From an optimization exercise on the open Yosys and OpenROAD flow, aimed at small area, a short achievable clock period and few clock cycles; shortcuts taken in it are not production practice. RTL that was checked went through simulation tests only; none was proved equivalent to the original. Power and IR drop assume default switching activity.

Design boo_encoder, start of the top module:
module boo_encoder (
  input  wire       clk,
  input  wire       rst,         
  input  wire       in_valid,
  output wire       in_ready,
  input  wire [7:0] in_data,
  input  wire       in_eof,
  input  wire       in_err,
  output wire       out_valid,
  input  wire       out_ready,
  output wire [7:0] out_data,
  input  wire       out_err,
  output wire [2:0] seq,
  output wire [1:0] err
);
Size in the first run: roughly 360 cells after synthesis, ~59 flip-flops, ~30 I/O pins, roughly 3300 sq um of cells after synthesis.
export LEC_CHECK = 0
export CAP_MARGIN = 20
export CORE_MARGIN = 2
export CORE_UTILIZATION = 40
export SETUP_SLACK_MARGIN = 3.1
export SLEW_MARGIN = 20
create_clock -name core_clock -period 5.0 [get_ports {clk}]
standard.sh (not shown) runs the stock make flow with config.mk's settings and CLKGATE_MAP_FILE= SYNTH_SCRIPT=/design/flow/synth_recipe.tcl, a recipe that flattens the netlist after the stock synthesis.
==> flow/flow/run.sh <==
#!/bin/bash
# The standard layout, with plain buffers (not delay cells) on the ports.
set -euo pipefail
bash standard.sh 'BUFFER_PORTS_ARGS=-buffer_cell sky130_fd_sc_hd__buf_2' finish > standard_flow.log 2>&1
The first run finished with timing, DRC and antenna clean.
Rerun with:
- SETUP_SLACK_MARGIN: 3.1 -> 2.6
- routed wire length went down by about a fifth
- cell area went down by about a fifth
- critical path depth stays the same
- die area is unchanged
- sequential power hardly moves
- power went down slightly
- final cell count went down by a little under a tenth
- fmax went down by a few percent
Rerun with:
==> flow/run.sh (new file) <==
#!/bin/bash
# synth_recipe.tcl (not shown) runs the flow's synth.tcl, then flattens the netlist and writes it again
# the make line also repeats each setting of config.mk as NAME=value (left out here)
make -C /OpenROAD-flow-scripts/flow DESIGN_CONFIG=/design/flow/config.mk WORK_HOME=/design/flow/orfs CLKGATE_MAP_FILE= SYNTH_SCRIPT=/design/flow/synth_recipe.tcl finish
- SETUP_SLACK_MARGIN: 2.6 -> 2.8
removed: flow/flow/run.sh
removed: flow/standard.sh
After rerunning: Cell count climbs by 7.1%. Total power climbs by 6.6%. Sequential power stays flat. Setup slack is better by 0.13 ns. Via count climbs by 6.7%. Core utilization climbs by 7.3 points.
No functional check of the RTL was part of any run of this note.

========
boo_encoder, a different RTL version from the one above (not shown whole).
For scale: about 370 cells after synthesis, ~30 I/O pins, roughly 3500 sq um of cells after synthesis.
export LEC_CHECK = 0
export CAP_MARGIN = 20
export CORE_MARGIN = 2
export CORE_UTILIZATION = 60
export SETUP_SLACK_MARGIN = 2.8
export SLEW_MARGIN = 20
create_clock -name core_clock -period 5.0 [get_ports {clk}]
==> flow/flow/run.sh <==
#!/bin/bash
# The standard layout, with plain buffers (not delay cells) on the ports and
# a clock tree of a few strong buffers without dummy balancing loads.
set -euo pipefail
bash standard.sh 'BUFFER_PORTS_ARGS=-buffer_cell sky130_fd_sc_hd__buf_2' \
  'CTS_ARGS=-sink_clustering_enable -repair_clock_nets -dont_use_dummy_load -buf_list sky130_fd_sc_hd__clkbuf_16 -root_buf sky130_fd_sc_hd__clkbuf_16 -sink_clustering_size 20 -sink_clustering_max_diameter 300 -sink_buffer_max_cap_derate 0.001' \
  finish > standard_flow.log 2>&1
Testbench counts at the start, summed over its fixed seeds: cycles 37,727.
Next try:
==> flow/flow/run.sh (replaced) <==
#!/bin/bash
# The standard layout, with plain buffers (not delay cells) on the ports and
# a clock tree of larger sink clusters without dummy balancing loads.
set -euo pipefail
bash standard.sh 'BUFFER_PORTS_ARGS=-buffer_cell sky130_fd_sc_hd__buf_2' \
  'CTS_ARGS=-sink_clustering_enable -repair_clock_nets -dont_use_dummy_load -sink_clustering_size 30 -sink_clustering_max_diameter 200' \
  finish > standard_flow.log 2>&1
--- a/flow/config.mk
+++ b/flow/config.mk
@@ -9,4 +9,4 @@
 export CORE_MARGIN = 2
 export CORE_UTILIZATION = 60
-export SETUP_SLACK_MARGIN = 2.8
+export SETUP_SLACK_MARGIN = 2.9
 export SLEW_MARGIN = 20
Outcome:
- The changed run passed the timing, design-rule and antenna checks
- combinational power barely changes
- hold slack is worse by 0.0086 ns
- sequential share of layout area stays flat
- routed wire length went up by about 1.5%
- count of clock-buffer cells in the layout does not change
- utilization went up by 0.47 points
- die area is unchanged
- critical path depth is unchanged
- total power went down by about 15%
- non-clock buffer count went up by 7
Next try:
--- a/flow/config.mk
+++ b/flow/config.mk
@@ -8,5 +8,5 @@
 export CAP_MARGIN = 20
 export CORE_MARGIN = 2
-export CORE_UTILIZATION = 60
-export SETUP_SLACK_MARGIN = 2.9
+export CORE_UTILIZATION = 65
+export SETUP_SLACK_MARGIN = 2.8
 export SLEW_MARGIN = 20
What happened:
- The new run went through all stages and came out clean
- total power shrinks by 1.1%
- via count shrinks by 1.3%
- count of clock-buffer cells in the layout is unchanged
- worst hold slack gets better by 0.0043 ns
- area after synthesis stays the same
- worst setup slack gets better by 0.0068 ns
- routed wire length shrinks by 8.3%
- sequential power barely changes
- die area shrinks by 7.3%
Next try:
==> flow/flow/run.sh (replaced) <==
#!/bin/bash
# The standard layout, with plain buffers (not delay cells) on the ports.
set -euo pipefail
bash standard.sh 'BUFFER_PORTS_ARGS=-buffer_cell sky130_fd_sc_hd__buf_2' finish > standard_flow.log 2>&1
--- a/flow/config.mk
+++ b/flow/config.mk
@@ -8,5 +8,5 @@
 export CAP_MARGIN = 20
 export CORE_MARGIN = 2
-export CORE_UTILIZATION = 65
-export SETUP_SLACK_MARGIN = 2.8
+export CORE_UTILIZATION = 40
+export SETUP_SLACK_MARGIN = 3.0
 export SLEW_MARGIN = 20
After rerunning:
- area after synthesis does not change
- design area rises by 17%
- clock-buffer cell count is higher by 1
- core utilization goes down by 23 points
- worst setup slack got worse by 0.039 ns
- final cell count rose by 16%

========
Starting RTL as in the previous note.
## boo_encoder
module boo_encoder (
  input  wire       clk,
  input  wire       rst,         
  input  wire       in_valid,
  output wire       in_ready,
  input  wire [7:0] in_data,
  input  wire       in_eof,
  input  wire       in_err,
  output wire       out_valid,
  input  wire       out_ready,
  output wire [7:0] out_data,
  input  wire       out_err,
  output wire [2:0] seq,
  output wire [1:0] err
);
  localparam [2:0] PH_HDR  = 3'b000,    
                   PH_HLF  = 3'b001,    
                   PH_DAT  = 3'b010,    
                   PH_TRL  = 3'b011,    
                   PH_DONE = 3'b110,
                   PH_ABR  = 3'b100,    
                   PH_ABW  = 3'b101;    
  localparam [7:0] CH_CR = 8'h0D, CH_LF = 8'h0A;
  reg  [2:0] ph;
  reg        p_lf, p_c3, p_z;   
  reg        ov;
  reg  [7:0] od;
  reg        g1, g2;            
  reg  [6:0] acc;               
  reg        n0, n1, n78;       
  reg  [5:0] col;               
  reg        w4, w2;            
  reg  [1:0] fill;              
  reg        hd_v, hd_e, hd_z;
  reg  [7:0] hd_b;
  reg        ir_v, ir_e, ir_z;
  reg  [7:0] ir_b;
  assign out_valid = ov;
  ...
Settings: LEC_CHECK=0, CAP_MARGIN=20, CORE_MARGIN=2, CORE_UTILIZATION=60, SETUP_SLACK_MARGIN=2.8, SLEW_MARGIN=20; clock period 5.0 ns.
==> flow/flow/run.sh <==
#!/bin/bash
# The standard layout, with plain buffers (not delay cells) on the ports and
# a clock tree without dummy balancing loads.
set -euo pipefail
bash standard.sh 'BUFFER_PORTS_ARGS=-buffer_cell sky130_fd_sc_hd__buf_2' \
  'CTS_ARGS=-sink_clustering_enable -repair_clock_nets -dont_use_dummy_load -buf_list sky130_fd_sc_hd__clkbuf_4 -root_buf sky130_fd_sc_hd__clkbuf_8' \
  finish > standard_flow.log 2>&1
Testbench counts at the start, summed over its fixed seeds: cycles 37,727.
Edit:
==> flow/flow/run.sh (replaced) <==
#!/bin/bash
# The standard layout, with plain buffers (not delay cells) on the ports.
set -euo pipefail
bash standard.sh 'BUFFER_PORTS_ARGS=-buffer_cell sky130_fd_sc_hd__buf_2' finish > standard_flow.log 2>&1
CORE_UTILIZATION = 40   (was 60)
What happened: The new run ran to the end with no violations. Via count is about the same. Final cell count is higher by 8.8%. Worst setup slack degrades by 0.0087 ns. Critical path depth does not change. Routed wire length is higher by 5.4%. First-iteration DRC count is higher by 13%. Design area is higher by 3.4%. Area after synthesis is unchanged. Fmax is lower by 0.40%. Register-to-register slack degrades by 0.04 ns.

========
== alpha ==
boo_encoder, a different RTL version from the one above (not shown whole).
Size in the first run: ~400 cells after synthesis, about 62 flip-flops, roughly 30 I/O pins, about 3600 um2 of cells after synthesis.
==> flow/config.mk <==
export PLATFORM = sky130hd
export DESIGN_NAME = boo_encoder
export DESIGN_NICKNAME = boo_encoder
export VERILOG_FILES = /design/flow/design.v
export SDC_FILE = /design/flow/constraint.sdc
export NUM_CORES = 4
export LEC_CHECK = 0
export CAP_MARGIN = 20
export CORE_MARGIN = 2
export CORE_UTILIZATION = 60
export SETUP_SLACK_MARGIN = 2.8
export SLEW_MARGIN = 20
==> flow/constraint.sdc <==
create_clock -name core_clock -period 5.0 [get_ports {clk}]
set_input_delay 1.0000 -clock core_clock [delete_from_list [all_inputs] [get_ports {clk}]]
set_output_delay 1.0000 -clock core_clock [all_outputs]
set_load 0.01 [all_outputs]
==> flow/flow/run.sh <==
#!/bin/bash
# The standard layout, with plain buffers (not delay cells) on the ports.
set -euo pipefail
bash standard.sh 'BUFFER_PORTS_ARGS=-buffer_cell sky130_fd_sc_hd__buf_2' finish > standard_flow.log 2>&1
alpha: full flow OK, the timing, design-rule and antenna checks passed
> inputs changed (alpha -> beta)
==> flow/flow/run.sh <==
#!/bin/bash
# The standard layout, with plain buffers (not delay cells) on the ports and
# a clock tree of larger sink clusters without dummy balancing loads.
set -euo pipefail
bash standard.sh 'BUFFER_PORTS_ARGS=-buffer_cell sky130_fd_sc_hd__buf_2' \
  'CTS_ARGS=-sink_clustering_enable -repair_clock_nets -dont_use_dummy_load -sink_clustering_size 30 -sink_clustering_max_diameter 200' \
  finish > standard_flow.log 2>&1
==> comparison <==
Summary of beta over alpha: final routed wirelength across all metal layers now sits higher; setup slack now sits lower; buffer count excluding the clock tree in the final layout now sits higher; via count now sits higher; insertion delay to the later sink of the worst-skew pair now sits at about the same level.
For core area, alpha and beta come out practically identical.
Having completed the whole flow, beta delivered a layout that passed the timing, design-rule and antenna checks.
Area growth from synthesis to layout: beta vs alpha down 0.70 points
What gamma does differently from beta at the input level:
- SETUP_SLACK_MARGIN now 2.9, was 2.8
==> comparison <==
Final worst slack (gamma over beta): increase, 120 ps
Final design instance area without fill delta for gamma relative to beta: about 5% higher
Summary — register-to-register slack, gamma relative to beta: higher, by 90 ps.
In gamma the worst hold slack turned out 4.2 ps higher than in beta.
Delta (gamma minus beta): critical path depth saw an increase, placer congestion estimate rose by 0.0046, non-clock buffer count went up.
Min met2 layer usage reported by global route across beta and gamma: beta
beta → gamma: transition at the pin with the smallest max-transition slack -32 ps; final layout net count picked up an extra 17.
### gamma -> delta
- SETUP_SLACK_MARGIN now 2.7, was 2.9
- delta vs gamma on layout overhead on the synthesized area: delta is the lower one.
- Against gamma, via count of the first global-routing pass in delta fell by a few percent.
- Delta (delta minus gamma): worst hold slack after final layout -14 ps; quantity of gates resized following cts -13.
- gamma leaves more setup margin than delta.
- On routability congestion estimate from global placement, the higher figure sits with delta, not gamma.
- Compared with gamma, in delta final core utilization now smaller, final area lost 7.2%.
- Slowest library cell on the worst path = sky130_fd_sc_hd__nor2b_4: delta; slowest library cell on the worst path = sky130_fd_sc_hd__a2111oi_4: gamma
No run of this note included a check of the RTL's function; only the layout flow was run.

[port drivers added, routing unchanged]
How much do the figures lean on ideal ports? The routed layouts below were timed once more, with nothing changed but the port constraints. Step 1 assumes that a clkbuf_16 drives the clock port and a buf_2 every other input. Step 2 adds t to the input delays and takes it off the output delays; t is the mean of the earliest and latest rising clock arrival at the registers after step 1. Input paths then give back, and output paths get back, about the clock's delay inside the block. Three values: no drivers, after step 1, after step 2; two values: the first two.
run	t, ns	setup WS [ns]	worst setup path after step 2	worst register clock-pin slew, ns
the first run of note 1	0.373	2.783 / 2.783 / 2.500	input to register	0.07 / 0.07
the second run of note 1	0.356	2.662 / 2.662 / 2.333	input to register	0.07 / 0.07
the third run of note 1	0.379	2.794 / 2.794 / 2.439	input to register	0.07 / 0.07
the first run of note 2	0.355	2.846 / 2.813 / 2.519	input to register	0.06 / 0.06
the second run of note 2	0.366	2.824 / 2.794 / 2.515	input to register	0.07 / 0.07
the third run of note 2	0.359	2.830 / 2.802 / 2.482	input to register	0.07 / 0.07
the fourth run of note 2	0.370	2.791 / 2.764 / 2.580	input to register	0.08 / 0.08
the first run of note 3	0.360	2.829 / 2.801 / 2.532	input to register	0.07 / 0.07
the second run of note 3	0.378	2.821 / 2.791 / 2.529	input to register	0.08 / 0.08
alpha	0.385	2.839 / 2.845 / 2.463	input to register	0.08 / 0.08
beta	0.367	2.792 / 2.801 / 2.434	input to register	0.08 / 0.08
gamma	0.363	2.909 / 2.884 / 2.524	input to register	0.08 / 0.08
delta	0.368	2.731 / 2.739 / 2.371	input to register	0.07 / 0.07
After both steps every run listed still meets setup and hold. The setup slack of gamma, which loses most, moves by -0.025 ns with the drivers and by -0.385 ns with both steps.
